Context: an optimization exercise on an open-source flow, tuned for small area. The choices shown serve that exercise and are no tape-out recipe.
The RTL was checked by simulation tests, not by an equivalence proof against the original design.
In runs 5 and 6 the design's own scripts or RTL, not TritonCTS, make the clock network.
No driver is modelled on the clock port, so clock power and skew are understated where the tree is cut down; a real chip needs a root buffer or a tree.
Power and IR drop assume default switching activity.

`flow/flow/run.sh`:
```
#!/bin/bash
# Layout flow: the standard ORFS flow with three changes.
# - Synthesis is the standard flow's own script (synth_recipe.tcl and ORFS's synth.tcl),
#   except that ABC maps the logic with the area-oriented script area.abc in
#   place of ORFS's speed script. Registers are mapped before ABC runs, so
#   they come out the same as in the standard synthesis.
# - Every port gets the smallest buffer, sky130_fd_sc_hd__buf_1.
# - The clock tree uses sky130_fd_sc_hd__clkbuf_8 and no dummy loads.
# Each tool's log is in orfs/logs/; make's own output is in flow_make.log.
set -euo pipefail
cd "$(dirname "$0")/.."
work=$PWD

# ORFS's synth.tcl with the ABC script swapped right after its preamble sets it
sed "s|^source \$::env(SCRIPTS_DIR)/synth_preamble.tcl\$|&\nset abc_args [lreplace \$abc_args 1 1 $work/flow/area.abc]|" \
  "$FLOW_HOME/scripts/synth.tcl" > synth_area.tcl
grep -q "flow/area.abc" synth_area.tcl
# The standard flow's synthesis script, sourcing the copy above
sed "s|\$::env(SCRIPTS_DIR)/synth.tcl|$work/synth_area.tcl|" synth_recipe.tcl > synth_recipe_area.tcl
grep -q "synth_area.tcl" synth_recipe_area.tcl

bash standard.sh \
  "SYNTH_SCRIPT=$work/synth_recipe_area.tcl" \
  "BUFFER_PORTS_ARGS=-buffer_cell sky130_fd_sc_hd__buf_1" \
  "CTS_ARGS=-sink_clustering_enable -repair_clock_nets -buf_list sky130_fd_sc_hd__clkbuf_8 -dont_use_dummy_load" \
  finish > flow_make.log 2>&1
```
`flow/flow/area.abc`:
```
strash
&get -n
&st
&syn2
&dch -f
&nf -R 1000 -p -F 8 -A 4
&put
```
`flow/standard.sh`:
```
#!/bin/bash
# synth_recipe.tcl (not shown) runs the flow's synth.tcl, then flattens the netlist and writes it again
# the make line also repeats each setting of config.mk as NAME=value (left out here)
make -C /OpenROAD-flow-scripts/flow DESIGN_CONFIG=/design/flow/config.mk WORK_HOME=/design/flow/orfs CLKGATE_MAP_FILE= SYNTH_SCRIPT=/design/flow/synth_recipe.tcl "${@:-finish}"
```
`flow/config.mk`:
```
export PLATFORM = sky130hd
export DESIGN_NAME = tinyrf_core
export DESIGN_NICKNAME = tinyrf_core
export VERILOG_FILES = /design/flow/design.v
export SDC_FILE = /design/flow/constraint.sdc
export NUM_CORES = 4
export LEC_CHECK = 0
export CAP_MARGIN = 20
export CORE_MARGIN = 2
export CORE_UTILIZATION = 40
export PLACE_DENSITY = 0.6
export SLEW_MARGIN = 20
```
`flow/constraint.sdc`:
```
create_clock -name core_clock -period 10.0 [get_ports {clk}]
set_input_delay 2.0000 -clock core_clock [delete_from_list [all_inputs] [get_ports {clk}]]
set_output_delay 2.0000 -clock core_clock [all_outputs]
set_load 0.01 [all_outputs]
```
`flow/design.v`:
```
module tinyrf_enc (
    input  wire        clk,
    input  wire        rst,
    input  wire [9:0]  cfg_err,
    input  wire [7:0]  cfg_p,
    input  wire [3:0]  cfg_s,
    input  wire [3:0]  cfg_r,
    input  wire [10:0] cfg_tec,
    input  wire [7:0]  cfg_addr,
    input  wire        tx_start,
    input  wire [7:0]  tx_cmd,
    output wire        carrier,
    output wire        busy,
    output wire        fault_cfg,       
    output wire        fault_overlap    
);
    localparam GR_IDLE  = 2'd0;    
    localparam GR_PRE   = 2'd1;
    localparam GR_START = 2'd2;
    localparam GR_DATA  = 2'd3;
    reg [2:0]  st;
    reg [7:0]  cmd;      
    reg [10:0] x;        
    reg [1:0]  u;        
    reg [4:0]  ic;
    reg [3:0]  rc;       
    wire [1:0] gr    = st[2:1];
    wire       idle  = (st == 3'd0);
    wire       stop  = (st == 3'd1);
    wire       pre   = (gr == GR_PRE);
    wire       start = (gr == GR_START);
    wire       data  = (gr == GR_DATA);
    wire       burst = st[0] && (gr != GR_IDLE);
    assign carrier = burst;
    assign busy    = !idle;
    wire cfg_ok = (cfg_s != 4'd0) && (cfg_r != 4'd0) && (cfg_tec < {cfg_err, 1'b0});
    wire req = tx_start && !rst;
    assign fault_cfg     = req && idle && !cfg_ok;
    assign fault_overlap = req && busy;
    wire [10:0] x1    = x + 11'd1;
    wire        xwrap = (x1 == {cfg_err, 1'b0});
    wire [4:0] ic1  = ic - 5'd1;
    wire       bor  = (ic[3:0] == 4'd0);
    wire [3:0] rc1  = rc - {3'd0, !pre || bor};
    wire       last = pre ? ({rc, ic[3:0]} == 8'd1) : (ic == 5'd1);
    wire cur_bit = (ic1[4:3] == 2'd2) ? cfg_addr[ic1[2:0]] :
                   (ic1[4:3] == 2'd1) ? cmd[ic1[2:0]] : ~cmd[ic1[2:0]];
    wire [1:0] last_u = stop  ? 2'd3 :
                        start ? 2'd2 :
                        data  ? {1'b0, cur_bit} : 2'd0;
    wire seg_end = xwrap && (u == last_u);
    always @(posedge clk) begin
        if (rst) begin
            st <= 3'd0;
        end else if (idle) begin
            if (tx_start && cfg_ok)
                st <= {(cfg_p != 8'd0) ? GR_PRE : GR_START, 1'b1};
        end else if (seg_end) begin
            if (stop)
                st <= (rc == 4'd1) ? 3'd0 : {GR_START, 1'b1};
            else if (burst)
                st[0] <= 1'b0;
            else if (!last)
                st[0] <= 1'b1;
            else
                st <= pre ? {GR_START, 1'b1} : start ? {GR_DATA, 1'b1} : 3'd1;
        end
    end
    always @(posedge clk) begin
        if (idle) begin
            cmd <= tx_cmd;
            x   <= 11'd0;
            u   <= 2'd0;
            if (cfg_p != 8'd0) begin
                rc <= cfg_p[7:4];
                ic <= {1'b0, cfg_p[3:0]};
            end else begin
                ic <= {1'b0, cfg_s};
                rc <= cfg_r;
            end
        end else if (!seg_end) begin
            x <= xwrap ? 11'd0 : x1;
            if (xwrap)
                u <= u + 2'd1;
        end else begin
            u <= 2'd0;
            x <= (pre && burst) ? cfg_tec : 11'd0;
            if (stop) begin
                rc <= rc1;
                ic <= {1'b0, cfg_s};
            end else if (!burst) begin
                if (!last) begin
                    ic <= ic1;
                    if (pre)
                        rc <= rc1;
                end else if (pre) begin
                    ic <= {1'b0, cfg_s};
                    rc <= cfg_r;
                end else begin
                    ic <= 5'd24;
                end
            end
        end
    end
endmodule
module tinyrf_dec (
    input  wire        clk,
    input  wire        rst,
    input  wire [9:0]  cfg_err,
    input  wire [3:0]  cfg_s,
    input  wire [7:0]  cfg_tries,
    input  wire        cfg_tries_inf,
    input  wire        cfg_tmo_ends,
    input  wire        rx_start,
    input  wire        rf_in,
    output wire        busy,
    output wire        done,
    output reg  [1:0]  result,
    output wire [7:0]  addr,
    output wire [7:0]  cmd,
    output wire [7:0]  inv,
    output wire        valid,
    output wire        fault_cfg,       
    output wire        fault_overlap    
);
    localparam ST_IDLE   = 2'd0;    
    localparam ST_AWAIT  = 2'd1;
    localparam ST_SYNCED = 2'd2;
    localparam ST_READ   = 2'd3;
    localparam RES_EMPTY      = 2'd0;
    localparam RES_FRAME      = 2'd1;
    localparam RES_INCOMPLETE = 2'd2;
    localparam RES_NOSTART    = 2'd3;
    reg [1:0]  st;
    reg        meas;      
    reg [9:0]  c;         
    reg [3:0]  u;         
    reg [23:0] acc;
    reg        rf_prev;   
    reg        inv_ok;    
    wire cfg_ok = (cfg_err != 10'd0) && (cfg_s != 4'd0);
    wire idle   = (st == ST_IDLE);
    wire await  = (st == ST_AWAIT);
    wire synced = (st == ST_SYNCED);
    wire rd     = (st == ST_READ);
    assign busy  = !idle;
    assign done  = idle && (result != RES_EMPTY);
    assign addr  = acc[23:16];
    assign cmd   = acc[15:8];
    assign inv   = acc[7:0];
    assign valid = (result == RES_FRAME) && inv_ok;
    wire req = rx_start && !rst;
    assign fault_cfg     = req && idle && !cfg_ok;
    assign fault_overlap = req && busy;
    wire accept = rx_start && cfg_ok;
    wire rise   = rf_in && !rf_prev;
    wire answer = meas && !rf_in;            
    wire pstart = (await || rd) && !meas && rise;   
    wire wrap   = (c == 10'd1);
    wire tmo_start = await  && !meas && !rise && (u == 4'd13) && wrap;
    wire guard_end = synced && (u == 4'd1) && wrap;
    wire tmo_bit   = rd     && !meas && !rise && (u == 4'd9) && wrap;
    wire budget_spent = !cfg_tries_inf && (acc[7:0] == 8'd0);
    wire in_band = ((u == 4'd4 && wrap) || u >= 4'd5) && (u <= 4'd6);
    wire bit_bad = (u == 4'd0 && !wrap) || (u >= 4'd5);
    wire bit_one = (u >= 4'd3);
    wire synced_now = await && !budget_spent && answer && in_band && (acc[11:8] == 4'd1);
    wire bit_ok     = rd && answer && !bit_bad;
    wire nostart    = await && (budget_spent || (tmo_start && cfg_tmo_ends));
    wire incomplete = tmo_bit || (rd && answer && bit_bad);
    wire frame      = bit_ok && acc[23];
    wire restart = idle || wrap || answer || pstart;
    always @(posedge clk) begin
        if (rst)
            rf_prev <= 1'b0;
        else
            rf_prev <= rf_in;
    end
    always @(posedge clk) begin
        c <= restart ? cfg_err : c - 10'd1;
        if (idle || answer || pstart || tmo_start || guard_end)
            u <= 4'd0;
        else if (wrap && !(meas && u[3]))
            u <= u + 4'd1;
        meas <= (await || rd) && (meas ? rf_in : rise);
    end
    always @(posedge clk) begin
        if (rst) begin
            st     <= ST_IDLE;
            result <= RES_EMPTY;
        end else begin
            if (idle && accept) begin
                st     <= ST_AWAIT;
                result <= RES_EMPTY;
            end
            if (synced_now)
                st <= ST_SYNCED;
            if (guard_end)
                st <= ST_READ;
            if (nostart) begin
                st     <= ST_IDLE;
                result <= RES_NOSTART;
            end
            if (incomplete) begin
                st     <= ST_IDLE;
                result <= RES_INCOMPLETE;
            end
            if (frame) begin
                st     <= ST_IDLE;
                result <= RES_FRAME;
            end
        end
    end
    always @(posedge clk) begin
        if (idle) begin
            if (accept)
                acc[11:0] <= {cfg_s, cfg_tries};
        end else if (await) begin
            if (answer || tmo_start)
                acc[7:0] <= acc[7:0] - 8'd1;
            if (answer && in_band)
                acc[11:8] <= acc[11:8] - 4'd1;
            else if (answer || tmo_start)
                acc[11:8] <= cfg_s;
        end else if (synced) begin
            acc    <= 24'd1;
            inv_ok <= 1'b1;
        end else if (bit_ok) begin
            acc <= {acc[22:0], bit_one};
            if (acc[23:16] != 8'd0)
                inv_ok <= inv_ok && (bit_one != acc[7]);
        end
    end
endmodule
module tinyrf_core (
    input  wire        clk,
    input  wire        rst,
    input  wire [9:0]  enc_err,
    input  wire [7:0]  enc_p,
    input  wire [3:0]  enc_s,
    input  wire [3:0]  enc_r,
    input  wire [10:0] enc_tec,
    input  wire [7:0]  enc_addr,
    input  wire [9:0]  dec_err,
    input  wire [3:0]  dec_s,
    input  wire [7:0]  dec_tries,
    input  wire        dec_tries_inf,
    input  wire        dec_tmo_ends,
    input  wire        tx_start,
    input  wire [7:0]  tx_cmd,
    output wire        tx_carrier,
    output wire        tx_busy,
    input  wire        rx_start,
    input  wire        rf_in,
    output wire        rx_busy,
    output wire        rx_done,
    output wire [1:0]  rx_result,
    output wire [7:0]  rx_addr,
    output wire [7:0]  rx_cmd,
    output wire [7:0]  rx_inv,
    output wire        rx_valid,
    output reg  [2:0]  faults
);
    wire enc_fault_cfg, enc_fault_overlap;
    wire dec_fault_cfg, dec_fault_overlap;
    tinyrf_enc u_enc (
        .clk           (clk),
        .rst           (rst),
        .cfg_err       (enc_err),
        .cfg_p         (enc_p),
        .cfg_s         (enc_s),
        .cfg_r         (enc_r),
        .cfg_tec       (enc_tec),
        .cfg_addr      (enc_addr),
        .tx_start      (tx_start),
        .tx_cmd        (tx_cmd),
        .carrier       (tx_carrier),
        .busy          (tx_busy),
        .fault_cfg     (enc_fault_cfg),
        .fault_overlap (enc_fault_overlap)
    );
    tinyrf_dec u_dec (
        .clk           (clk),
        .rst           (rst),
        .cfg_err       (dec_err),
        .cfg_s         (dec_s),
        .cfg_tries     (dec_tries),
        .cfg_tries_inf (dec_tries_inf),
        .cfg_tmo_ends  (dec_tmo_ends),
        .rx_start      (rx_start),
        .rf_in         (rf_in),
        .busy          (rx_busy),
        .done          (rx_done),
        .result        (rx_result),
        .addr          (rx_addr),
        .cmd           (rx_cmd),
        .inv           (rx_inv),
        .valid         (rx_valid),
        .fault_cfg     (dec_fault_cfg),
        .fault_overlap (dec_fault_overlap)
    );
    always @(posedge clk) begin
        if (rst) begin
            faults <= 3'b000;
        end else begin
            faults <= faults | {dec_fault_overlap, enc_fault_overlap,
                                enc_fault_cfg | dec_fault_cfg};
        end
    end
endmodule
```
==> results of run 1 <==
layout by cell type, fill, tap and decap left out, types with 2 or more instances in the layout:
master	instances
a31oi_1	6
o221ai_1	5
o21ai_0	27
o31a_1	2
nand4_1	5
nand3b_1	2
a211oi_1	3
a22oi_1	8
edfxtp_1	42
nor3_1	16
xor2_1	20
or4_1	2
nor3b_1	4
nor2_1	45
ha_1	29
mux2i_1	3
nand3_1	10
nand2b_1	7
o22ai_1	11
nor2b_1	2
xnor2_1	17
o31ai_1	3
dfxtp_1	39
nand2_1	66
or3_1	4
o211ai_1	3
mux2_1	4
buf_1	115
and2_0	15
nor4_1	11
clkinv_1	36
a21oi_1	37
mux4_2	4
a221oi_1	3
nand4b_1	3
clkbuf_8	9
o21a_1	2
per-stage QoR:
stage | setup slack (ns) | cells | utilization (%)
after detailed placement | 5.215 | 765 | 46.37
after global placement | 5.306 | 765 | 46.37
final | 5.615 | 774 | 47.50
after floorplan | 5.735 | 507 | -
after CTS | 5.588 | 774 | 47.46
after global routing | 5.323 | 774 | 47.50
sequential cells by signal, summed over array words and instances (netlist names), 3 cells and up:
name,flops
u_enc.ic,5
u_enc.st,3
u_enc.x,11
u_dec.u,4
u_enc.cmd,8
u_dec.acc,24
u_enc.rc,4
faults,3
u_dec.c,10
worst min-delay path, cell delays in order, from the launching register on:
cell and delay, ns:
dfxtp_1 0.33, a21oi_1 0.04, nor2_1 0.07
routing by layer:
metal / GRT usage (%) / up-vias / wire, um
met1: 24.18 / 1951 / 5285
met5: 0 / - / 0
li1: - / 2103 / -
met2: 30.12 / 96 / 5310
met3: 4.212 / 15 / 516
met4: 5.610 / 0 / 196
kinds of logic (layout without fill, tap and decap cells):
| logic type | after synthesis | in the layout | synth area share (%) |
|---|---|---|---|
| xor gates and xnor gates | 37 | 37 | 6.918 |
| DFF | 81 | 81 | 43.59 |
| and+or+nand+nor | 196 | 196 | 20.03 |
| muxes | 11 | 11 | 3.526 |
| AOI/OAI and AO/OA | 117 | 117 | 15.30 |
| adders and majority gates | 29 | 29 | 7.746 |
| buffers and inverters | 36 | 160 | 2.885 |
worst paths after layout:
kind / startpoint / end / cells past startpoint
worst max-delay path: enc_err[0] / u_enc.st[1] / 12
worst min register to register: faults[2] / faults[2] / 2
worst max register to register: u_enc.ic[0] / u_enc.st[1] / 12
worst min-delay path: faults[2] / faults[2] / 2
report_power, final:
part / total, mW / internal (mW) / switching (mW)
Combinational: 0.277 / 0.115 / 0.162
Clock: 0.185 / 0.0806 / 0.104
Sequential: 0.446 / 0.406 / 0.0396
area by class of cell:
cell class | instances | area [sq um] | area share, %
Timing Repair Buffer | 115 | 431.7 | 7.958
Clock buffer | 9 | 123.9 | 2.284
Tap cell | 143 | 178.9 | 3.299
Multi-Input combinational cell | 390 | 2512 | 46.32
Inverter | 36 | 135.1 | 2.491
Sequential cell | 81 | 2042 | 37.65
==> run_results.csv, run 1 <==
group,metric,value,unit
place,port_buffers,115,
synth,postSynthAreaPerCell,9.240,sq um
synth,ys_seq_area_share,43.59,%
global_routing,first_global_vias,3959,
clocking,tritoncts,"built",
power,p_per_area,167.3,nW/um^2
synth,syn_inst,507,
critical_path,worst_path_dominant_cell_family,"simple AND/OR/NAND/NOR gates",
power,peakVddDrop,111.8,uV
cells_and_area,antenna_cells,0,
critical_path,cp_num_buf_inv,1,
drt,vias,4165,
timing,slew-limit-headroom,46.35,%
synth,syn-num-nets,618,
die,start_util,41.03,%
place,hpwl,8.987,mm
timing,hold_viol_final,0,
cells_and_area,area_delta_synth_final,15.79,%
drt,ant_nets,0,
global_routing,antenna_found_initial,0,
synth,synth_top_area_cell,"edfxtp_1",
timing,fin_skew,0.02228,ns
clocking,clock-sinks,81,
clocking,cts_hold_buffers,0,
clocking,ctsHtreeMaxLevel,3,
critical_path,cpMaxStageDelayCell,"or3_1",
synth,async_reset_ff_share,0,%
die,die_h,112.2,um
critical_path,endpoint_kind,"flop",
clocking,cts.clk_slew.worst_paths,0.07,ns
critical_path,worstSetupPathType,"input port to flop",
timing,tightest_slew,0.8019,ns
synth,synth_top_area_share,26.92,%
critical_path,arrival,4.65,ns
cells_and_area,drive_gt1_share,2.219,%
critical_path,required,10.27,ns
die,dieArea,12590,sq um
die,ios,116,
clocking,cts-buffers-inserted,9,
die,dieWidth,112.2,um
global_routing,grt_max_degree,27,
timing,fin_crit,4.385,ns
place,place.gp.congestion,0.8473,
drt,post_drt_wl_per_cell,14.61,um
critical_path,startpoint_type,"input port",
die,coreArea,11420,sq um
die,fp-row-count,39,
critical_path,crit_path_max_fanout,14,
clocking,ctsLongestPathBuffers,2,
synth,ys.flop_type,"edfxtp_1",
cells_and_area,nets,744,
synth,yosys_warnings,3,
place,placed_cell_area,5295,sq um
timing,fmax,0.2280,GHz
drt,drt_pass1_iterations,5,
synth,syn-cell-area,4684,sq um
cells_and_area,finalInstanceArea,5424,sq um
drt,totalWireLength,11.31,mm
synth,ys_ff_latch,81,
clocking,root_buffer,"clkbuf_8",
timing,setup_viol,0,
critical_path,regToRegSetupSlack,6.24,ns
drt,vias_per_cell,5.381,
clocking,ctsResizeCount,0,
timing,tns,0,ns
drt,drc_errors,0,
clocking,clk_latency,0.35,ns
critical_path,cp_cell_sequence,"buf_1, o21ai_0, a221oi_1, o221ai_1, nor3_1, nand4_1, nor3_1, nand2b_1, or3_1, o21a_1, or3_1, a21oi_1",
synth,synth_edf_count,42,
synth,synth_cell_type_count,45,
timing,slew_violations,0,
global_routing,grt_pass1_wl,18.77,mm
timing,fin_crit_sh,43.85,%
critical_path,cpPeakStageDelay,0.58,ns
synth,synthTopCellsByCount,"nand2_1, nor2_1, edfxtp_1",
synth,yosysMostFrequentCell,"nand2_1",
global_routing,track_usage,18.31,%
power,power,907.3,uW
timing,rsz0062_at_grt,"no",
run,maxCapViolations,0,
power,cellLeakagePower,1.834,nW
timing,whs,0.4692,ns
drt,drtIter0Drc,205,
synth,ys_top_cells_by_area,"edfxtp_1, dfxtp_1, ha_1, nand2_1, a21oi_1",
worst_hold_path,holdCritPathClass,"flop to flop",
outcome,status,"finished clean",
cells_and_area,fillerInstances,1147,
global_routing,overflow,0,
clocking,post_cts_buffers,0,
==> run 2, diff against run 1 <==
==> flow/flow/run.sh (replaced) <==
#!/bin/bash
# Layout flow: the standard ORFS flow with these changes.
# - Synthesis is the standard flow's own script (synth_recipe.tcl sourcing ORFS's
#   synth.tcl), run on a copy of synth.tcl that differs in two places:
#   ABC maps the logic with the area-oriented script area.abc in place of
#   ORFS's speed script, and adders are left to ABC as plain logic instead
#   of being mapped to the library's half and full adder cells first.
#   Registers are mapped before either step, so they come out the same as in
#   the standard synthesis.
# - Every port gets the smallest buffer, sky130_fd_sc_hd__buf_1.
# - The clock tree uses sky130_fd_sc_hd__clkbuf_8 and no dummy loads.
# Each tool's log is in orfs/logs/; make's own output is in flow_make.log.
set -euo pipefail
cd "$(dirname "$0")/.."
work=$PWD

sed -e "s|^source \$::env(SCRIPTS_DIR)/synth_preamble.tcl\$|&\nset abc_args [lreplace \$abc_args 1 1 $work/flow/area.abc]|" \
    -e "s|^  \[env_var_exists_and_non_empty ADDER_MAP_FILE\] \&\&\$|  0 \&\&|" \
  "$FLOW_HOME/scripts/synth.tcl" > synth_area.tcl
grep -q "flow/area.abc" synth_area.tcl
grep -q "^  0 &&$" synth_area.tcl
# The standard flow's synthesis script, sourcing the copy above
sed "s|\$::env(SCRIPTS_DIR)/synth.tcl|$work/synth_area.tcl|" synth_recipe.tcl > synth_recipe_area.tcl
grep -q "synth_area.tcl" synth_recipe_area.tcl

bash standard.sh \
  "SYNTH_SCRIPT=$work/synth_recipe_area.tcl" \
  "BUFFER_PORTS_ARGS=-buffer_cell sky130_fd_sc_hd__buf_1" \
  "CTS_ARGS=-sink_clustering_enable -repair_clock_nets -buf_list sky130_fd_sc_hd__clkbuf_8 -dont_use_dummy_load" \
  finish > flow_make.log 2>&1
==> flow/flow/area.abc (replaced) <==
strash
dc2
&get -n
&st
&dch -f
&nf -R 1000 -p -F 8 -A 4
&put
==> run 2 against run 1 <==
  * Final cell count decreased by 3.6%
  * Synthesized cell count down 5.1%
  * Final area is 6.1% lower
  * Die area fell by 7.0%
  * Hold slack better by 0.0090 ns
  * Flip-flop and latch count did not move
  * Combinational power grew 14%
  * Maximum frequency shrank 7.6%
  * Power up 9.3%
  * Sequential power grew 9.9%
  * Critical path type unchanged
  * Highest routed layer unchanged
==> run_results.csv, run 2 <==
group,metric,value,unit
synth,ys_top_cells_by_area,"edfxtp_1, dfxtp_1, nor2_1, xnor2_1, a21oi_1",
place,hpwl,8.110,mm
timing,tightest_slew,1.003,ns
cells_and_area,drive_gt1_share,2.310,%
synth,ys_ff_latch,81,
synth,yosysMostFrequentCell,"nor2_1",
worst_hold_path,hold_start,"faults[1]",
clocking,tritoncts,"built",
cells_and_area,most-common-layout-cells,"buf_1, nor2_1, nand2_1",
worst_hold_path,holdCritPathClass,"flop to flop",
global_routing,grt_max_degree,25,
synth,synthTopCellsByCount,"nor2_1, nand2_1, edfxtp_1",
power,power,991.5,uW
place,place.gp.congestion,0.8277,
power,combinationalPowerShare,31.9,%
die,dieWidth,108.2,um
synth,synth_top_area_share,29.03,%
timing,fin_crit,4.744,ns
critical_path,crit_path_max_fanout,13,
power,p_seq_share,49.4,%
drt,totalWireLength,10.56,mm
critical_path,regToRegSetupSlack,5.80,ns
timing,tns,0,ns
synth,async_reset_ff_share,0,%
critical_path,r2r-start,"u_enc.x[1]",
timing,fin_crit_sh,47.44,%
synth,ys.flop_type,"edfxtp_1",
critical_path,required,10.23,ns
synth,postSynthAreaPerCell,9.032,sq um
die,coreArea,10700,sq um
power,switchingPower,354.7,uW
drt,drc_errors,0,
synth,syn-num-nets,563,
global_routing,track_usage,18.49,%
critical_path,startpoint_type,"input port",
cells_and_area,fillerInstances,1077,
timing,slew-limit-headroom,32.91,%
power,intPower,636.8,uW
critical_path,worstSetupPathType,"input port to flop",
global_routing,antenna_found_initial,0,
drt,post_drt_wl_per_cell,14.16,um
clocking,post_cts_buffers,0,
cells_and_area,top_regs,"u_dec.acc x24, u_enc.x x11, u_dec.c x10",
synth,ys_seq_area_share,47.00,%
timing,hold_viol_final,0,
timing,setup_ws,5.256,ns
synth,syn_inst,481,
critical_path,endpoint_kind,"flop",
critical_path,arrival,4.97,ns
clocking,cts.clk_slew.worst_paths,0.08,ns
global_routing,grt_pass1_wl,17.11,mm
drt,vias_per_cell,5.429,
timing,fmax,0.2108,GHz
worst_hold_path,min_to,"faults[1]",
global_routing,first_global_vias,3703,
cells_and_area,fin_cells,746,
place,dpl.cell_count,737,
power,cellLeakagePower,1.664,nW
place,placed_cell_area,4959,sq um
global_routing,overflow,0,
cells_and_area,area_delta_synth_final,17.19,%
synth,synth_edf_count,42,
clocking,cts_hold_buffers,0,
cells_and_area,nets,690,
power,p_per_area,194.7,nW/um^2
clocking,cts-buffers-inserted,9,
cells_and_area,layout_commonest_cell,"buf_1",
synth,syn-cell-area,4344,sq um
power,clkPwrFrac,18.7,%
cells_and_area,finalInstanceArea,5091,sq um
place,port_buffers,115,
die,die_h,108.2,um
timing,fin_skew,0.02296,ns
critical_path,worstReg2RegEnd,"u_enc.st[1]",
synth,synth_cell_type_count,44,
timing,slew_violations,0,
power,switching_share,35.78,%
clocking,ctsLongestPathBuffers,2,
die,start_util,40.61,%
place,dp_slack,4.532,ns
timing,setup_viol,0,
clocking,ctsHtreeMaxLevel,3,
drt,drtIter0Drc,264,
die,dieArea,11710,sq um
synth,yosys_warnings,3,
cells_and_area,regMostFlops,"u_dec.acc",
run,maxCapViolations,0,
timing,rsz0062_at_grt,"no",
drt,ant_nets,0,
synth,synth_top_area_cell,"edfxtp_1",
timing,whs,0.4782,ns
critical_path,reg2regPathDepth,15,
die,fp-row-count,38,
outcome,status,"finished clean",
clocking,clock-sinks,81,
cells_and_area,final_util,47.59,%
clocking,root_buffer,"clkbuf_8",
clocking,clk_latency,0.35,ns
drt,vias,4050,
cells_and_area,antenna_cells,0,
worst_hold_path,hold_depth,2,
drt,drt_pass1_iterations,4,
power,peakVddDrop,103.6,uV
clocking,ctsResizeCount,0,
die,ios,116,
cells_and_area,largest_reg_flops,24,
-- run 2: worst max-delay path by stage --
stage	from	end	slack, ns	depth (start not counted)
global placement	enc_err[0]	u_enc.st[1]	4.81	13
floorplan	enc_err[5]	u_enc.st[1]	5.36	11
CTS	enc_err[0]	u_enc.st[1]	4.93	13
finish	enc_err[0]	u_enc.st[1]	5.26	13
global route	enc_err[0]	u_enc.st[1]	4.82	13
detailed placement	enc_err[0]	u_enc.st[1]	4.53	13
-- run 2: final cells by class --
class                           count  area, sq um  share of cell area [%]
Clock buffer                        9        123.9                   2.433
Inverter                           20        75.07                   1.475
Multi-Input combinational cell    380         2236                   43.92
Sequential cell                    81         2042                   40.11
Tap cell                          140        175.2                   3.441
Timing Repair Buffer              116        439.2                   8.626
-- run 2: power groups by stage --
stage | Combinational, mW | Sequential, mW | Clock (mW)
2_1_floorplan | 0.231 | 0.482 | 0
3_3_place_gp | 0.308 | 0.495 | 0
3_5_place_dp | 0.315 | 0.496 | 0
4_1_cts | 0.316 | 0.490 | 0.191
5_1_grt | 0.357 | 0.500 | 0.207
6_report | 0.316 | 0.490 | 0.185
-- run 2: logic make-up after synthesis --
group | Yosys count | share of synthesized area [%]
AND/OR/NAND/NOR | 211 | 23.91
AO/OA/AOI/OAI | 129 | 18.55
multiplexers | 4 | 1.555
XOR/XNOR | 36 | 7.258
flip-flops | 81 | 47.00
buffers and inverters | 20 | 1.728
-- run 2: worst max-delay path, cell delays in order --
cell and delay (ns):
buf_1 0.13, o21ai_0 0.09, a21oi_1 0.12, nand4_1 0.12, nor4_1 0.21, nand4_1 0.45, nor3_2 0.78, nand2b_1 0.28
nand2b_1 0.13, nor3_1 0.35, o21ai_0 0.14, nor2_1 0.10, nor3_1 0.05
-- run 2: routing by layer --
layer	up-vias	wire [um]	global-route usage [%]
li1	2028	-	-
met4	0	98	5.769
met1	1904	5031	24.03
met2	110	4863	30.32
met5	-	0	0
met3	8	570	4.641
==> run 3, diff against run 2 <==
--- a/flow/design.v
+++ b/flow/design.v
@@ -71,13 +71,6 @@
             cmd <= tx_cmd;
             x   <= 11'd0;
             u   <= 2'd0;
-            if (cfg_p != 8'd0) begin
-                rc <= cfg_p[7:4];
-                ic <= {1'b0, cfg_p[3:0]};
-            end else begin
-                ic <= {1'b0, cfg_s};
-                rc <= cfg_r;
-            end
         end else if (!seg_end) begin
             x <= xwrap ? 11'd0 : x1;
             if (xwrap)
@@ -85,23 +78,31 @@
         end else begin
             u <= 2'd0;
             x <= (pre && burst) ? cfg_tec : 11'd0;
-            if (stop) begin
-                rc <= rc1;
-                ic <= {1'b0, cfg_s};
-            end else if (!burst) begin
-                if (!last) begin
-                    ic <= ic1;
-                    if (pre)
-                        rc <= rc1;
-                end else if (pre) begin
-                    ic <= {1'b0, cfg_s};
-                    rc <= cfg_r;
-                end else begin
-                    ic <= 5'd24;
-                end
-            end
         end
     end
+    wire       has_pre   = (cfg_p != 8'd0);
+    wire       space_end = busy && seg_end && !stop && !burst;
+    wire       ld_p      = idle && has_pre;                    
+    wire       ld_s      = (idle && !has_pre) ||               
+                           (busy && seg_end && stop) ||
+                           (space_end && last && pre);
+    wire       ld_24     = space_end && last && !pre;          
+    wire       dec_ic    = space_end && !last;
+    wire       hold_ic   = !(ld_p || ld_s || ld_24 || dec_ic);
+    wire       ld_r      = (idle && !has_pre) || (space_end && last && pre);
+    wire       dec_rc    = (busy && seg_end && stop) || (space_end && !last && pre);
+    wire       hold_rc   = !(ld_p || ld_r || dec_rc);
+    always @(posedge clk) begin
+        ic <= ({5{ld_p}}    & {1'b0, cfg_p[3:0]}) |
+              ({5{ld_s}}    & {1'b0, cfg_s}) |
+              ({5{ld_24}}   & 5'd24) |
+              ({5{dec_ic}}  & ic1) |
+              ({5{hold_ic}} & ic);
+        rc <= ({4{ld_p}}    & cfg_p[7:4]) |
+              ({4{ld_r}}    & cfg_r) |
+              ({4{dec_rc}}  & rc1) |
+              ({4{hold_rc}} & rc);
+    end
 endmodule
 module tinyrf_dec (
     input  wire        clk,
@@ -211,25 +212,31 @@
             end
         end
     end
+    wire       ld    = idle && accept;
+    wire       tdec  = await && (answer || tmo_start);
+    wire       sdec  = await && answer && in_band;
+    wire       sld   = tdec && !sdec;
+    wire       sh    = bit_ok;
+    wire       hold_lo = !(ld || tdec || synced || sh);
+    wire       hold_sc = !(ld || sld || sdec || synced || sh);
+    wire       hold_hi = !(synced || sh);
+    wire [23:0] acc_sh = {acc[22:0], bit_one};
+    wire [7:0]  acc_lo = ({8{ld}}      & cfg_tries) |
+                         ({8{tdec}}    & (acc[7:0] - 8'd1)) |
+                         ({8{synced}}  & 8'd1) |
+                         ({8{sh}}      & acc_sh[7:0]) |
+                         ({8{hold_lo}} & acc[7:0]);
+    wire [3:0]  acc_sc = ({4{ld || sld}} & cfg_s) |
+                         ({4{sdec}}    & (acc[11:8] - 4'd1)) |
+                         ({4{sh}}      & acc_sh[11:8]) |
+                         ({4{hold_sc}} & acc[11:8]);
+    wire [11:0] acc_hi = ({12{sh}}      & acc_sh[23:12]) |
+                         ({12{hold_hi}} & acc[23:12]);
+    wire inv_next = synced ||
+                    (inv_ok && !(sh && (acc[23:16] != 8'd0) && (bit_one == acc[7])));
     always @(posedge clk) begin
-        if (idle) begin
-            if (accept)
-                acc[11:0] <= {cfg_s, cfg_tries};
-        end else if (await) begin
-            if (answer || tmo_start)
-                acc[7:0] <= acc[7:0] - 8'd1;
-            if (answer && in_band)
-                acc[11:8] <= acc[11:8] - 4'd1;
-            else if (answer || tmo_start)
-                acc[11:8] <= cfg_s;
-        end else if (synced) begin
-            acc    <= 24'd1;
-            inv_ok <= 1'b1;
-        end else if (bit_ok) begin
-            acc <= {acc[22:0], bit_one};
-            if (acc[23:16] != 8'd0)
-                inv_ok <= inv_ok && (bit_one != acc[7]);
-        end
+        acc    <= {acc_hi, acc_sc, acc_lo};
+        inv_ok <= inv_next;
     end
 endmodule
 module tinyrf_core (
==> run 3 against run 2 <==
  * Still clean on timing, DRC and antenna
  * Clock power about the same
  * Synthesized cell count decreased by 1.7%
  * Routed wire length decreased by 0.61%
  * First-iteration DRC count decreased by 36%
  * Sequential share of layout area decreased by 5.1 points
  * Die area decreased by 5.0%
  * Maximum frequency decreased by 13%
  * Critical path depth decreased by 1
  * Final area decreased by 4.6%
  * Area after synthesis decreased by 5.2%
  * Hold slack got worse by 0.028 ns
  * Largest cell class unchanged
==> run_results.csv, run 3 <==
group,metric,value,unit
drt,totalWireLength,10.50,mm
drt,drt_pass1_iterations,4,
cells_and_area,largest_reg_flops,24,
global_routing,track_usage,19.10,%
synth,yosys_warnings,3,
cells_and_area,layout_commonest_cell,"buf_1",
clocking,ctsHtreeMaxLevel,3,
clocking,ctsResizeCount,0,
synth,synth_top_family_by_area,"simple AND/OR/NAND/NOR gates",
global_routing,grt_max_degree,30,
clocking,ctsLongestPathBuffers,2,
cells_and_area,finalInstanceArea,4856,sq um
synth,synth_top_area_share,35.49,%
die,start_util,40.61,%
timing,rsz0062_at_grt,"no",
place,dpl.cell_count,724,
die,coreArea,10140,sq um
power,p_per_area,165.1,nW/um^2
clocking,clk_latency,0.36,ns
timing,whs,0.4501,ns
timing,fmax,0.1833,GHz
run,maxCapViolations,0,
synth,synth_compound_area_share,22.42,%
critical_path,endpoint_kind,"flop",
cells_and_area,top_regs,"u_dec.acc x24, u_enc.x x11, u_dec.c x10",
synth,synth-xor-area-share,8.295,%
synth,muxShareOfSynthArea,2.127,%
drt,ant_nets,0,
synth,syn-num-nets,555,
timing,tightest_slew,0.9112,ns
cells_and_area,most-common-layout-cells,"buf_1, dfxtp_1, nand2_1",
worst_hold_path,holdCritPathClass,"flop to flop",
synth,yosys.area_share.simple,23.55,%
critical_path,required,10.22,ns
die,dieArea,11120,sq um
place,hpwl,7.945,mm
place,port_buffers,115,
synth,ys_ff_latch,81,
drt,vias_per_cell,5.471,
power,combinationalPowerShare,24.5,%
timing,tns,0,ns
timing,hold_viol_final,0,
timing,setup_viol,0,
power,switching_share,32.80,%
global_routing,antenna_found_initial,0,
synth,synth_cell_type_count,49,
die,dieWidth,105.5,um
clocking,post_cts_buffers,0,
cells_and_area,area_delta_synth_final,17.93,%
cells_and_area,fin_cells,733,
critical_path,worstSetupPathType,"input port to flop",
synth,syn_inst,473,
timing,setup_ws,4.544,ns
power,power,801.7,uW
cells_and_area,final_util,47.90,%
timing,fin_skew,0.02230,ns
synth,async_reset_ff_share,0,%
timing,fin_crit_sh,54.56,%
critical_path,crit_path_max_fanout,13,
die,die_h,105.5,um
clocking,cts-buffers-inserted,9,
global_routing,grt_pass1_wl,17.26,mm
global_routing,overflow,0,
synth,ys_seq_area_share,41.32,%
power,switchingPower,263.0,uW
timing,slew-limit-headroom,39.13,%
worst_hold_path,hold_depth,2,
cells_and_area,drive_gt1_share,2.345,%
place,placed_cell_area,4722,sq um
synth,syn-cell-area,4118,sq um
cells_and_area,fillerInstances,1003,
die,fp-row-count,37,
drt,post_drt_wl_per_cell,14.32,um
synth,synth_edf_count,8,
power,cellLeakagePower,1.678,nW
drt,drc_errors,0,
cells_and_area,regMostFlops,"u_dec.acc",
die,ios,116,
drt,drtIter0Drc,168,
timing,fin_crit,5.456,ns
synth,yosysMostFrequentCell,"dfxtp_1",
synth,synth_top_area_cell,"dfxtp_1",
timing,slew_violations,0,
cells_and_area,nets,681,
place,place.gp.congestion,0.8988,
synth,postSynthAreaPerCell,8.705,sq um
power,peakVddDrop,80.63,uV
outcome,status,"finished clean",
power,intPower,538.7,uW
clocking,root_buffer,"clkbuf_8",
critical_path,reg2regPathDepth,14,
synth,ys.flop_type,"dfxtp_1",
clocking,cts_hold_buffers,0,
global_routing,first_global_vias,3758,
critical_path,startpoint_type,"input port",
drt,vias,4010,
clocking,tritoncts,"built",
synth,synthTopCellsByCount,"dfxtp_1, nand2_1, nor2_1",
clocking,clock-sinks,81,
clocking,cts.clk_slew.worst_paths,0.08,ns
synth,synth_fa_ha_area_share,0.7293,%
synth,ys_top_cells_by_area,"dfxtp_1, edfxtp_1, nand2_1, xnor2_1, nor2_1",
place,dp_slack,3.884,ns
cells_and_area,antenna_cells,0,
power,clkPwrFrac,22.8,%
critical_path,arrival,5.68,ns
power,p_seq_share,52.7,%
run 3: cell count changes after synthesis, moves of 7 or more:
cell / change
edfxtp_1: -34
nor2_1: -13
a22o_1: +17
nand2_1: +7
a21oi_1: -7
a222oi_1: +7
dfxtp_1: +34
and2_0: -12
run 3: cell families after synthesis:
family | Yosys count
AO/OA/AOI/OAI | 133
buffers and inverters | 17
flip-flops | 81
XOR/XNOR | 39
multiplexers | 5
adder cells (fa/ha/maj) | 3
AND/OR/NAND/NOR | 195
run 3: power groups by stage:
stage                     Combinational (mW)  Clock, mW  Sequential (mW)
after floorplan                        0.138          0            0.419
after global placement                 0.194          0            0.427
after detailed placement               0.197          0            0.428
after CTS                              0.197      0.189            0.422
after global routing                   0.221      0.201            0.429
final                                  0.196      0.183            0.423
run 3: routing by layer:
metal  track usage [%]  routed length [um]  up-vias
met4             7.429                 194        0
met5                 0                   0        -
met3             5.133                 584       18
met2             32.35                4963      111
li1                  -                   -     2029
met1             23.01                4756     1852
run 3: worst paths after layout:
check	start	endpoint	slack, ns
max	enc_err[0]	u_enc.rc[3]	4.54
max reg2reg	u_enc.x[1]	u_enc.rc[3]	5.00
min	u_dec.inv_ok	u_dec.inv_ok	0.45
min reg2reg	u_dec.inv_ok	u_dec.inv_ok	0.45
run 3: area by class of cell:
| cell class | instances | area [sq um] | share of cell area [%] |
|---|---|---|---|
| clock buffer | 9 | 123.9 | 2.551 |
| inverter | 17 | 63.81 | 1.314 |
| multi-input combinational | 375 | 2365 | 48.70 |
| sequential | 81 | 1702 | 35.04 |
| tap | 136 | 170.2 | 3.504 |
| timing repair buffer | 115 | 431.7 | 8.889 |
run 3: worst max-delay path, cell delays in order:
cell	delay [ns]
buf_1	0.11
o21ai_0	0.08
a21oi_1	0.12
nand4_1	0.11
nor4_1	0.21
nand4_1	0.47
nor3_2	0.77
nand2_1	0.25
or3_1	0.46
o21ai_0	0.52
nor2_1	0.18
a221o_1	0.39
==> run 4, diff against run 3 <==
--- a/flow/flow/run.sh
+++ b/flow/flow/run.sh
@@ -8,7 +8,8 @@
 #   Registers are mapped before either step, so they come out the same as in
 #   the standard synthesis.
 # - Every port gets the smallest buffer, sky130_fd_sc_hd__buf_1.
-# - The clock tree uses sky130_fd_sc_hd__clkbuf_8 and no dummy loads.
+# - After CTS, clock_tree.tcl (POST_CTS_TCL) replaces the clock tree with a
+#   smaller two-level tree of its own; see that file.
 # Each tool's log is in orfs/logs/; make's own output is in flow_make.log.
 set -euo pipefail
 cd "$(dirname "$0")/.."
@@ -27,4 +28,5 @@
   "SYNTH_SCRIPT=$work/synth_recipe_area.tcl" \
   "BUFFER_PORTS_ARGS=-buffer_cell sky130_fd_sc_hd__buf_1" \
   "CTS_ARGS=-sink_clustering_enable -repair_clock_nets -buf_list sky130_fd_sc_hd__clkbuf_8 -dont_use_dummy_load" \
+  "POST_CTS_TCL=$work/flow/clock_tree.tcl" \
   finish > flow_make.log 2>&1
==> flow/flow/clock_tree.tcl (new file) <==
# POST_CTS_TCL: rebuild the clock tree that ORFS's CTS made as a two-level
# tree of sky130 clock buffers. The clock port drives one root buffer; the root
# drives NLEAF leaf buffers; each leaf drives one cluster of flip-flops, the
# clusters found by k-means on the flip-flops' positions, and sits at its
# cluster's centre. All leaves are the same cell at the same depth, so every
# flip-flop's clock passes two buffers. Then the placement is legalized again.
set nleaf 6
set leaf_master sky130_fd_sc_hd__clkbuf_8
set root_master sky130_fd_sc_hd__clkbuf_4

set db [ord::get_db]
set block [ord::get_db_block]
set clknet [$block findNet clk]

# the clock tree CTS built: its buffers, their nets and the clock pins it reaches
set old_bufs {}
set old_nets {}
set sinks {}
proc walk {net} {
  global old_bufs old_nets sinks
  foreach it [$net getITerms] {
    if {![$it isInputSignal]} { continue }
    set inst [$it getInst]
    set m [[$inst getMaster] getName]
    if {[string match sky130_fd_sc_hd__clkbuf_* $m]} {
      lappend old_bufs $inst
      set out [[$inst findITerm X] getNet]
      if {$out ne "NULL"} { lappend old_nets $out; walk $out }
    } else {
      lappend sinks $it
    }
  }
}
walk $clknet
puts "clock_tree: CTS made [llength $old_bufs] buffers reaching [llength $sinks] clock pins"
foreach it $sinks { $it disconnect }
foreach inst $old_bufs { odb::dbInst_destroy $inst }
foreach net $old_nets { odb::dbNet_destroy $net }

# k-means on the clock pins' instance centres
set pts {}
foreach it $sinks {
  set bb [[$it getInst] getBBox]
  lappend pts [list [expr {([$bb xMin] + [$bb xMax]) / 2.0}] [expr {([$bb yMin] + [$bb yMax]) / 2.0}]]
}
set n [llength $pts]
set byx [lsort -real -index 0 $pts]
set cs {}
for {set k 0} {$k < $nleaf} {incr k} {
  lappend cs [lindex $byx [expr {int(($k + 0.5) * $n / $nleaf)}]]
}
set assign [lrepeat $n 0]
for {set iter 0} {$iter < 100} {incr iter} {
  for {set i 0} {$i < $n} {incr i} {
    set p [lindex $pts $i]
    set best 0
    set bd 1e30
    for {set k 0} {$k < $nleaf} {incr k} {
      set c [lindex $cs $k]
      set d [expr {abs([lindex $p 0] - [lindex $c 0]) + abs([lindex $p 1] - [lindex $c 1])}]
      if {$d < $bd} { set bd $d; set best $k }
    }
    lset assign $i $best
  }
  set ncs {}
  for {set k 0} {$k < $nleaf} {incr k} {
    set sx 0.0; set sy 0.0; set m 0
    for {set i 0} {$i < $n} {incr i} {
      if {[lindex $assign $i] == $k} {
        set p [lindex $pts $i]
        set sx [expr {$sx + [lindex $p 0]}]
        set sy [expr {$sy + [lindex $p 1]}]
        incr m
      }
    }
    if {$m > 0} { lappend ncs [list [expr {$sx / $m}] [expr {$sy / $m}]] } else { lappend ncs [lindex $cs $k] }
  }
  set cs $ncs
}

# root buffer at the centre of the leaves, leaves at their clusters' centres
set root [odb::dbInst_create $block [$db findMaster $root_master] clkbuf_root]
set rnet [odb::dbNet_create $block clknet_root]
$rnet setSigType CLOCK
[$root findITerm A] connect $clknet
[$root findITerm X] connect $rnet
set sx 0.0; set sy 0.0
foreach c $cs { set sx [expr {$sx + [lindex $c 0]}]; set sy [expr {$sy + [lindex $c 1]}] }
$root setLocation [expr {int($sx / $nleaf)}] [expr {int($sy / $nleaf)}]
$root setPlacementStatus PLACED
for {set k 0} {$k < $nleaf} {incr k} {
  set leaf [odb::dbInst_create $block [$db findMaster $leaf_master] clkbuf_leaf_$k]
  set lnet [odb::dbNet_create $block clknet_leaf_$k]
  $lnet setSigType CLOCK
  [$leaf findITerm A] connect $rnet
  [$leaf findITerm X] connect $lnet
  set c [lindex $cs $k]
  $leaf setLocation [expr {int([lindex $c 0])}] [expr {int([lindex $c 1])}]
  $leaf setPlacementStatus PLACED
  set cnt 0
  for {set i 0} {$i < $n} {incr i} {
    if {[lindex $assign $i] == $k} { [lindex $sinks $i] connect $lnet; incr cnt }
  }
  puts "clock_tree: clkbuf_leaf_$k drives $cnt clock pins"
}

detailed_placement
check_placement -verbose
estimate_parasitics -placement
set worst 0
foreach pin [all_registers -clock_pins -edge_triggered] {
  foreach edge {rise fall} {
    foreach an {min max} {
      set s [expr {[sta::time_ui_sta [get_property $pin slew_${an}_$edge]] * 1e12}]
      if {$s > $worst} { set worst $s }
    }
  }
}
puts "clock_tree: largest clock-pin slew after placement $worst ps"
report_clock_skew
==> run 4 against run 3 <==
  * The flow now stops in clock tree synthesis (4_1_cts)
  * Synthesized cell count is the same
  * Area after synthesis unchanged
==> run_results.csv, run 4 <==
group,metric,value,unit
outcome,status,"aborted with a tool error",
outcome,stop_stage,"clock tree synthesis (4_1_cts)",
outcome,error,"Error: cts.tcl, 90 can't use empty string as operand of \"+\"",
synth,postSynthAreaPerCell,8.705,sq um
synth,yosysMostFrequentCell,"dfxtp_1",
die,fp-row-count,37,
synth,synth_compound_area_share,22.42,%
synth,syn-cell-area,4118,sq um
clocking,clock-sinks,81,
synth,muxShareOfSynthArea,2.127,%
synth,synth_fa_ha_area_share,0.7293,%
synth,synthTopCellsByCount,"dfxtp_1, nand2_1, nor2_1",
place,port_buffers,115,
synth,ys.flop_type,"dfxtp_1",
synth,syn-num-nets,555,
synth,synth_edf_count,8,
place,hpwl,7.945,mm
die,start_util,40.61,%
die,dieWidth,105.5,um
synth,syn_inst,473,
synth,ys_seq_area_share,41.32,%
synth,synth_cell_type_count,49,
synth,yosys.area_share.simple,23.55,%
synth,synth-xor-area-share,8.295,%
synth,synth_top_family_by_area,"simple AND/OR/NAND/NOR gates",
die,die_h,105.5,um
place,place.gp.congestion,0.8988,
synth,ys_ff_latch,81,
synth,synth_top_area_share,35.49,%
place,placed_cell_area,4722,sq um
place,dpl.cell_count,724,
synth,yosys_warnings,3,
synth,ys_top_cells_by_area,"dfxtp_1, edfxtp_1, nand2_1, xnor2_1, nor2_1",
synth,async_reset_ff_share,0,%
die,ios,116,
synth,synth_top_area_cell,"dfxtp_1",
place,dp_slack,3.884,ns
==> run 4: kinds of logic after synthesis <==
logic type,after synthesis
AOI/OAI and AO/OA,133
xor gates and xnor gates,39
DFF,81
adders and majority gates,3
buffers and inverters,17
and+or+nand+nor,195
muxes,5
==> run 4: worst min path at each step <==
stage	from	endpoint	slack [ns]	cells after the start
3_3_place_gp	u_dec.inv_ok	u_dec.inv_ok	0.43	2
2_1_floorplan	u_dec.inv_ok	u_dec.inv_ok	0.42	2
3_5_place_dp	u_dec.inv_ok	u_dec.inv_ok	0.44	2
==> run 4: power groups by stage <==
stage	Combinational, mW	Clock, mW	Sequential (mW)
after floorplan	0.138	0	0.419
after global placement	0.194	0	0.427
after detailed placement	0.197	0	0.428
==> run 5, diff against run 4 <==
--- a/flow/flow/clock_tree.tcl
+++ b/flow/flow/clock_tree.tcl
@@ -4,7 +4,7 @@
 # clusters found by k-means on the flip-flops' positions, and sits at its
 # cluster's centre. All leaves are the same cell at the same depth, so every
 # flip-flop's clock passes two buffers. Then the placement is legalized again.
-set nleaf 6
+set nleaf 5
 set leaf_master sky130_fd_sc_hd__clkbuf_8
 set root_master sky130_fd_sc_hd__clkbuf_4
 
@@ -12,27 +12,39 @@
 set block [ord::get_db_block]
 set clknet [$block findNet clk]
 
-# the clock tree CTS built: its buffers, their nets and the clock pins it reaches
-set old_bufs {}
-set old_nets {}
-set sinks {}
-proc walk {net} {
-  global old_bufs old_nets sinks
-  foreach it [$net getITerms] {
-    if {![$it isInputSignal]} { continue }
-    set inst [$it getInst]
-    set m [[$inst getMaster] getName]
-    if {[string match sky130_fd_sc_hd__clkbuf_* $m]} {
-      lappend old_bufs $inst
-      set out [[$inst findITerm X] getNet]
-      if {$out ne "NULL"} { lappend old_nets $out; walk $out }
-    } else {
-      lappend sinks $it
+# the clock tree CTS built: its buffers, their nets and the clock pins it
+# reaches (ORFS sources this file inside a procedure, so the walk keeps its
+# lists in a namespace of its own)
+namespace eval ::clock_tree {
+  variable old_bufs {}
+  variable old_nets {}
+  variable sinks {}
+  proc walk {net} {
+    variable old_bufs
+    variable old_nets
+    variable sinks
+    foreach it [$net getITerms] {
+      if {![$it isInputSignal]} { continue }
+      set inst [$it getInst]
+      set m [[$inst getMaster] getName]
+      if {[string match sky130_fd_sc_hd__clkbuf_* $m]} {
+        lappend old_bufs $inst
+        set out [[$inst findITerm X] getNet]
+        if {$out ne "NULL"} { lappend old_nets $out; walk $out }
+      } else {
+        lappend sinks $it
+      }
     }
   }
 }
-walk $clknet
+::clock_tree::walk $clknet
+set old_bufs $::clock_tree::old_bufs
+set old_nets $::clock_tree::old_nets
+set sinks $::clock_tree::sinks
 puts "clock_tree: CTS made [llength $old_bufs] buffers reaching [llength $sinks] clock pins"
+if {[llength $sinks] == 0 || [llength $old_bufs] == 0} {
+  error "clock_tree: found no clock tree to rebuild"
+}
 foreach it $sinks { $it disconnect }
 foreach inst $old_bufs { odb::dbInst_destroy $inst }
 foreach net $old_nets { odb::dbNet_destroy $net }
--- a/flow/config.mk
+++ b/flow/config.mk
@@ -7,6 +7,6 @@
 export LEC_CHECK = 0
 export CAP_MARGIN = 20
 export CORE_MARGIN = 2
-export CORE_UTILIZATION = 40
-export PLACE_DENSITY = 0.6
+export CORE_UTILIZATION = 70
+export PLACE_DENSITY = 0.85
 export SLEW_MARGIN = 20
==> run 5 against run 4 <==
  * Now clean on timing, DRC and antenna
  * Synthesized cell count is the same
  * Area after synthesis unchanged
==> run_results.csv, run 5 <==
group,metric,value,unit
synth,syn_inst,473,
synth,ys_ff_latch,81,
timing,fin_skew,0.02909,ns
drt,wl_met2,5.388,mm
synth,ys.flop_type,"dfxtp_1",
critical_path,arrival,5.30,ns
timing,tns,0,ns
die,dieArea,6512,sq um
place,dpl.cell_count,662,
critical_path,cpMaxStageDelayCell,"o21ai_0",
global_routing,grt_pass1_wl,16.63,mm
global_routing,overflow,0,
cells_and_area,finalInstanceArea,4731,sq um
place,port_buffers,115,
power,peakVddDrop,129.5,uV
power,clkPwrFrac,18.9,%
worst_hold_path,holdCritPathClass,"flop to flop",
synth,ys_top_cells_by_area,"dfxtp_1, edfxtp_1, nand2_1, xnor2_1, nor2_1",
cells_and_area,drive_gt1_share,1.846,%
critical_path,endpoint_kind,"flop",
global_routing,grt_max_degree,30,
critical_path,cpPeakStageDelay,0.50,ns
cells_and_area,fillerInstances,355,
critical_path,cpMostUsedCell,"nand4_1",
critical_path,worstSetupPathType,"input port to flop",
timing,tightest_slew,0.7920,ns
place,placed_cell_area,4654,sq um
critical_path,worst_path_dominant_cell_family,"simple AND/OR/NAND/NOR gates",
timing,rsz0062_at_grt,"no",
synth,synth_top_area_share,35.49,%
timing,whs,0.4495,ns
drt,routed.top_layer,"met4",
place,place.gp.congestion,0.8272,
synth,muxShareOfSynthArea,2.127,%
synth,syn-num-nets,555,
synth,synth_fa_ha_area_share,0.7293,%
timing,fin_crit_sh,50.16,%
cells_and_area,fin_cells,668,
synth,synth_top_family_by_area,"simple AND/OR/NAND/NOR gates",
drt,vias,4205,
cells_and_area,layout_commonest_cell,"buf_1",
synth,postSynthAreaPerCell,8.705,sq um
global_routing,first_global_vias,3803,
critical_path,startpoint_type,"input port",
synth,yosys.area_share.simple,23.55,%
cells_and_area,register_area,1702,sq um
clocking,clk_latency,0.42,ns
timing,slew-limit-headroom,47.09,%
drt,drc_errors,0,
synth,synth_cell_type_count,49,
die,coreArea,5608,sq um
die,fp-row-count,27,
power,intPower,507.9,uW
drt,met1_length,4.135,mm
die,dieWidth,80.70,um
power,switchingPower,260.5,uW
die,ios,116,
synth,synth-xor-area-share,8.295,%
critical_path,cp_cell_sequence,"buf_1, xnor2_1, nand4_1, nor4_1, nand4_1, nor3_1, buf_4, nand2_1, or3_1, o21ai_0, nor2_1, a221o_1",
critical_path,cp_num_buf_inv,2,
synth,synthTopCellsByCount,"dfxtp_1, nand2_1, nor2_1",
drt,post_drt_wl_per_cell,15.72,um
cells_and_area,largest_reg_flops,24,
timing,fmax,0.1994,GHz
drt,drtIter0Drc,396,
timing,fin_crit,5.016,ns
synth,synth_compound_area_share,22.42,%
power,cellLeakagePower,1.665,nW
global_routing,antenna_found_initial,0,
global_routing,track_usage,31.89,%
timing,hold_viol_final,0,
timing,setup_viol,0,
critical_path,crit_path_max_fanout,13,
cells_and_area,multi_input_area,2352,sq um
synth,yosys_warnings,3,
power,switching_share,33.90,%
drt,totalWireLength,10.50,mm
power,combinationalPowerShare,26.1,%
clocking,cts.clk_slew.worst_paths,0.10,ns
critical_path,required,10.28,ns
die,start_util,73.43,%
cells_and_area,most-common-layout-cells,"buf_1, dfxtp_1, nand2_1",
synth,syn-cell-area,4118,sq um
power,p_seq_share,55.0,%
drt,met3_length,701,um
drt,vias_per_cell,6.295,
cells_and_area,nets,680,
cells_and_area,top_regs,"u_dec.acc x24, u_enc.x x11, u_dec.c x10",
timing,slew_violations,0,
cells_and_area,antenna_cells,0,
place,hpwl,7.815,mm
die,die_h,80.70,um
drt,ant_nets,0,
cells_and_area,area_delta_synth_final,14.89,%
synth,async_reset_ff_share,0,%
synth,synth_edf_count,8,
synth,synth_top_area_cell,"dfxtp_1",
cells_and_area,regMostFlops,"u_dec.acc",
synth,yosysMostFrequentCell,"dfxtp_1",
synth,ys_seq_area_share,41.32,%
drt,drt_pass1_iterations,7,
clocking,clock-sinks,81,
outcome,status,"finished clean",
run,maxCapViolations,0,
power,p_per_area,162.4,nW/um^2
[run 5: cell counts after synthesis]
No cell type changed its count.
[run 5: cells by family (layout without fill, tap and decap cells)]
logic type | count (synthesis) | in the layout
buffers and inverters | 17 | 140
xor gates and xnor gates | 39 | 39
muxes | 5 | 5
adders and majority gates | 3 | 3
and+or+nand+nor | 195 | 195
DFF | 81 | 81
AOI/OAI and AO/OA | 133 | 133
[run 5: final timing paths]
check	startpoint	endpoint	cells past startpoint	slack [ns]
worst max-delay path	enc_err[1]	u_enc.rc[3]	12	4.98
worst min-delay path	u_dec.inv_ok	u_dec.inv_ok	2	0.45
worst max register to register	u_enc.x[0]	u_enc.rc[3]	15	5.29
worst min register to register	u_dec.inv_ok	u_dec.inv_ok	2	0.45
[run 5: area by class of cell]
cell class | instances | share of cell area [%]
buffer | 6 | 1.613
inverter | 17 | 1.349
multi-input combinational | 375 | 49.72
sequential | 81 | 35.97
tap | 72 | 1.904
timing repair buffer | 117 | 9.442
[run 5: worst register-to-register path: stages, from the launching register on]
cell and delay (ns):
dfxtp_1 0.44, nand4_1 0.20, nor2b_1 0.28, nand3_1 0.18, nor2b_1 0.28, nand3_1 0.18
xnor2_1 0.27, xnor2_1 0.17, nand4_1 0.40, nor3_1 0.33, buf_4 0.22, nand2_1 0.14
or3_1 0.44, o21ai_0 0.50, nor2_1 0.17, a221o_1 0.39
[run 5: power by group through the flow]
stage	Combinational, mW	Sequential [mW]	Clock (mW)
final	0.201	0.423	0.145
after global routing	0.220	0.429	0.157
after detailed placement	0.196	0.428	0
after global placement	0.188	0.424	0
after floorplan	0.138	0.419	0
[run 5: metal layers]
| metal | up-vias | track usage [%] |
|---|---|---|
| li1 | 2028 | - |
| met1 | 1954 | 38.41 |
| met2 | 197 | 58.33 |
| met3 | 26 | 4.494 |
| met4 | 0 | 10.00 |
| met5 | - | 0 |
[run 5: per-stage QoR]
stage	total power [mW]	utilization (%)	worst slack, ns
2_1_floorplan	0.5570	-	4.923
5_1_grt	0.8061	84.36	4.657
6_report	0.7685	84.36	4.984
3_5_place_dp	0.6231	83.00	4.664
3_3_place_gp	0.6122	83.00	4.942
==> run 6, diff against run 5 <==
--- a/flow/flow/clock_tree.tcl
+++ b/flow/flow/clock_tree.tcl
@@ -4,7 +4,7 @@
 # clusters found by k-means on the flip-flops' positions, and sits at its
 # cluster's centre. All leaves are the same cell at the same depth, so every
 # flip-flop's clock passes two buffers. Then the placement is legalized again.
-set nleaf 5
+set nleaf 6
 set leaf_master sky130_fd_sc_hd__clkbuf_8
 set root_master sky130_fd_sc_hd__clkbuf_4
 
--- a/flow/config.mk
+++ b/flow/config.mk
@@ -7,6 +7,6 @@
 export LEC_CHECK = 0
 export CAP_MARGIN = 20
 export CORE_MARGIN = 2
-export CORE_UTILIZATION = 70
-export PLACE_DENSITY = 0.85
+export CORE_UTILIZATION = 40
+export PLACE_DENSITY = 0.6
 export SLEW_MARGIN = 20
==> run 6 against run 5 <==
  * Clock power up 8%
  * Register-to-register slack worse by 0.30 ns
  * Final area up 1.9%
  * Setup slack worse by 0.35 ns
  * Critical path type unchanged
==> run_results.csv, run 6 <==
group,metric,value,unit
outcome,status,"finished clean",
synth,synth_top_area_share,35.49,%
synth,ys_top_cells_by_area,"dfxtp_1, edfxtp_1, nand2_1, xnor2_1, nor2_1",
drt,drtIter0Drc,201,
worst_hold_path,hold_start,"u_dec.inv_ok",
cells_and_area,nets,679,
drt,vias,4024,
die,ios,116,
place,dp_slack,3.884,ns
cells_and_area,most-common-layout-cells,"buf_1, dfxtp_1, nand2_1",
die,start_util,40.61,%
synth,synthTopCellsByCount,"dfxtp_1, nand2_1, nor2_1",
synth,async_reset_ff_share,0,%
cells_and_area,register_area,1702,sq um
cells_and_area,finalInstanceArea,4822,sq um
synth,yosys.area_share.simple,23.55,%
cells_and_area,fillerInstances,1003,
critical_path,reg2regPathDepth,14,
critical_path,cpMaxStageDelayCell,"nor3_2",
cells_and_area,antenna_cells,0,
cells_and_area,drive_gt1_share,2.017,%
global_routing,grt_max_degree,30,
timing,tightest_slew,0.8958,ns
global_routing,grt_pass1_wl,17.27,mm
timing,slew_violations,0,
place,hpwl,7.945,mm
worst_hold_path,min_to,"u_dec.inv_ok",
synth,synth_edf_count,8,
timing,fin_crit,5.363,ns
cells_and_area,multi_input_area,2365,sq um
critical_path,endpoint_kind,"flop",
synth,synth_top_family_by_area,"simple AND/OR/NAND/NOR gates",
die,die_h,105.5,um
cells_and_area,final_util,47.56,%
critical_path,r2r-start,"u_enc.x[1]",
critical_path,required,10.32,ns
place,port_buffers,115,
critical_path,worstReg2RegEnd,"u_enc.rc[3]",
synth,synth-xor-area-share,8.295,%
synth,synth_top_area_cell,"dfxtp_1",
synth,yosysMostFrequentCell,"dfxtp_1",
drt,ant_nets,0,
critical_path,crit_path_max_fanout,13,
timing,setup_ws,4.637,ns
drt,drt_pass1_iterations,7,
clocking,clock-sinks,81,
cells_and_area,layout_commonest_cell,"buf_1",
place,placed_cell_area,4722,sq um
timing,rsz0062_at_grt,"no",
cells_and_area,regMostFlops,"u_dec.acc",
timing,fmax,0.1864,GHz
timing,hold_viol_final,0,
critical_path,worstSetupPathType,"input port to flop",
critical_path,cp_cell_sequence,"buf_1, o21ai_0, a21oi_1, nand4_1, nor4_1, nand4_1, nor3_2, nand2_1, or3_1, o21ai_0, nor2_1, a221o_1",
synth,syn-cell-area,4118,sq um
clocking,clk_latency,0.43,ns
power,peakVddDrop,98.85,uV
critical_path,regToRegSetupSlack,4.99,ns
drt,totalWireLength,10.46,mm
drt,post_drt_wl_per_cell,14.30,um
synth,synth_compound_area_share,22.42,%
timing,fin_skew,0.01750,ns
worst_hold_path,hold_depth,2,
run,maxCapViolations,0,
synth,synth_fa_ha_area_share,0.7293,%
synth,ys.flop_type,"dfxtp_1",
synth,synth_cell_type_count,49,
worst_hold_path,holdCritPathClass,"flop to flop",
synth,postSynthAreaPerCell,8.705,sq um
die,dieWidth,105.5,um
timing,setup_viol,0,
synth,syn-num-nets,555,
critical_path,cpPeakStageDelay,0.77,ns
timing,whs,0.4491,ns
die,coreArea,10140,sq um
power,cellLeakagePower,1.661,nW
place,place.gp.congestion,0.8988,
timing,fin_crit_sh,53.63,%
die,fp-row-count,37,
timing,slew-limit-headroom,40.16,%
global_routing,antenna_found_initial,0,
cells_and_area,largest_reg_flops,24,
synth,muxShareOfSynthArea,2.127,%
timing,tns,0,ns
power,p_per_area,160.9,nW/um^2
synth,syn_inst,473,
critical_path,cp-startpoint,"enc_err[0]",
cells_and_area,top_regs,"u_dec.acc x24, u_enc.x x11, u_dec.c x10",
global_routing,first_global_vias,3762,
critical_path,startpoint_type,"input port",
drt,vias_per_cell,5.505,
die,dieArea,11120,sq um
synth,ys_seq_area_share,41.32,%
clocking,cts.clk_slew.worst_paths,0.09,ns
critical_path,arrival,5.69,ns
synth,yosys_warnings,3,
global_routing,overflow,0,
cells_and_area,area_delta_synth_final,17.11,%
global_routing,track_usage,18.38,%
synth,ys_ff_latch,81,
drt,drc_errors,0,
==> run 6: per-stage QoR <==
step	power (mW)	instances
global route	0.8224	731
floorplan	0.5570	473
global placement	0.6205	724
detailed placement	0.6250	724
finish	0.7757	731
==> run 6: where the power goes <==
group / switching (mW) / total (mW) / internal, mW
logic: 0.108 / 0.197 / 0.0889
registers: 0.0529 / 0.422 / 0.369
clock network: 0.0989 / 0.157 / 0.0582
total: 0.259 / 0.776 / 0.516
==> run 6: cells by family after synthesis <==
| group | Yosys count |
|---|---|
| DFF | 81 |
| buffers and inverters | 17 |
| and+or+nand+nor | 195 |
| muxes | 5 |
| adders and majority gates | 3 |
| AOI/OAI and AO/OA | 133 |
| xor gates and xnor gates | 39 |
==> run 6: worst max-delay path by stage <==
stage / endpoint / slack, ns / depth (start not counted)
global route: u_enc.rc[3] / 4.29 / 12
detailed placement: u_enc.rc[3] / 3.88 / 12
floorplan: u_enc.rc[3] / 4.92 / 11
global placement: u_enc.rc[3] / 4.11 / 12
finish: u_enc.rc[3] / 4.64 / 12
==> run 6: cell type report <==
class,count,share of cell area [%]
Sequential cell,81,35.29
Inverter,17,1.323
Tap cell,136,3.529
Multi-Input combinational cell,375,49.04
Buffer,7,1.868
Timing Repair Buffer,115,8.952
==> run 6: worst max-delay path, delay by kind of cell <==
| family | cells | cell delay [ns] |
|---|---|---|
| AO/OA/AOI/OAI | 4 | 1.13 |
| buffers and inverters | 1 | 0.11 |
| AND/OR/NAND/NOR | 7 | 2.44 |
==> run 6: layer usage <==
metal / vias up / GRT usage (%) / share of wire [%]
li1: 2021 / - / -
met1: 1887 / 22.86 / 45
met3: 16 / 3.216 / 5.3
met5: - / 0 / 0
met2: 100 / 32.53 / 48
met4: 0 / 5.143 / 2.0

[what the ideal ports hide]
Ports are ideal in the flow. The routed layouts listed here were re-timed in OpenROAD.
Step 1, drivers: a clkbuf_16 drives clk and a buf_2 each remaining input, both assumed.
Step 2 times the ports against the registers' clock, not the clock port: input delays grow and output delays shrink by t, the midpoint of the rising clock arrivals with the driver on.
Three values: no drivers, after step 1, after step 2; two values: the first two.
run | t (ns) | setup WS [ns] | hold WS [ns] | latest minus earliest clock arrival (ns)
run 1 | 0.375 | 5.615 / 5.626 / 5.251 | 0.469 / 0.469 / 0.469 | 0.024 / 0.024
run 2 | 0.373 | 5.256 / 5.269 / 4.896 | 0.478 / 0.478 / 0.478 | 0.023 / 0.023
run 3 | 0.379 | 4.544 / 4.554 / 4.175 | 0.450 / 0.450 / 0.450 | 0.023 / 0.022
run 5 | 0.431 | 4.984 / 4.984 / 4.552 | 0.450 / 0.450 / 0.450 | 0.029 / 0.029
run 6 | 0.455 | 4.637 / 4.646 / 4.191 | 0.449 / 0.449 / 0.449 | 0.020 / 0.019
After both steps every run listed still meets setup and hold. The setup slack of run 6, which loses most, moves by +0.009 ns with the drivers and by -0.446 ns with both steps.
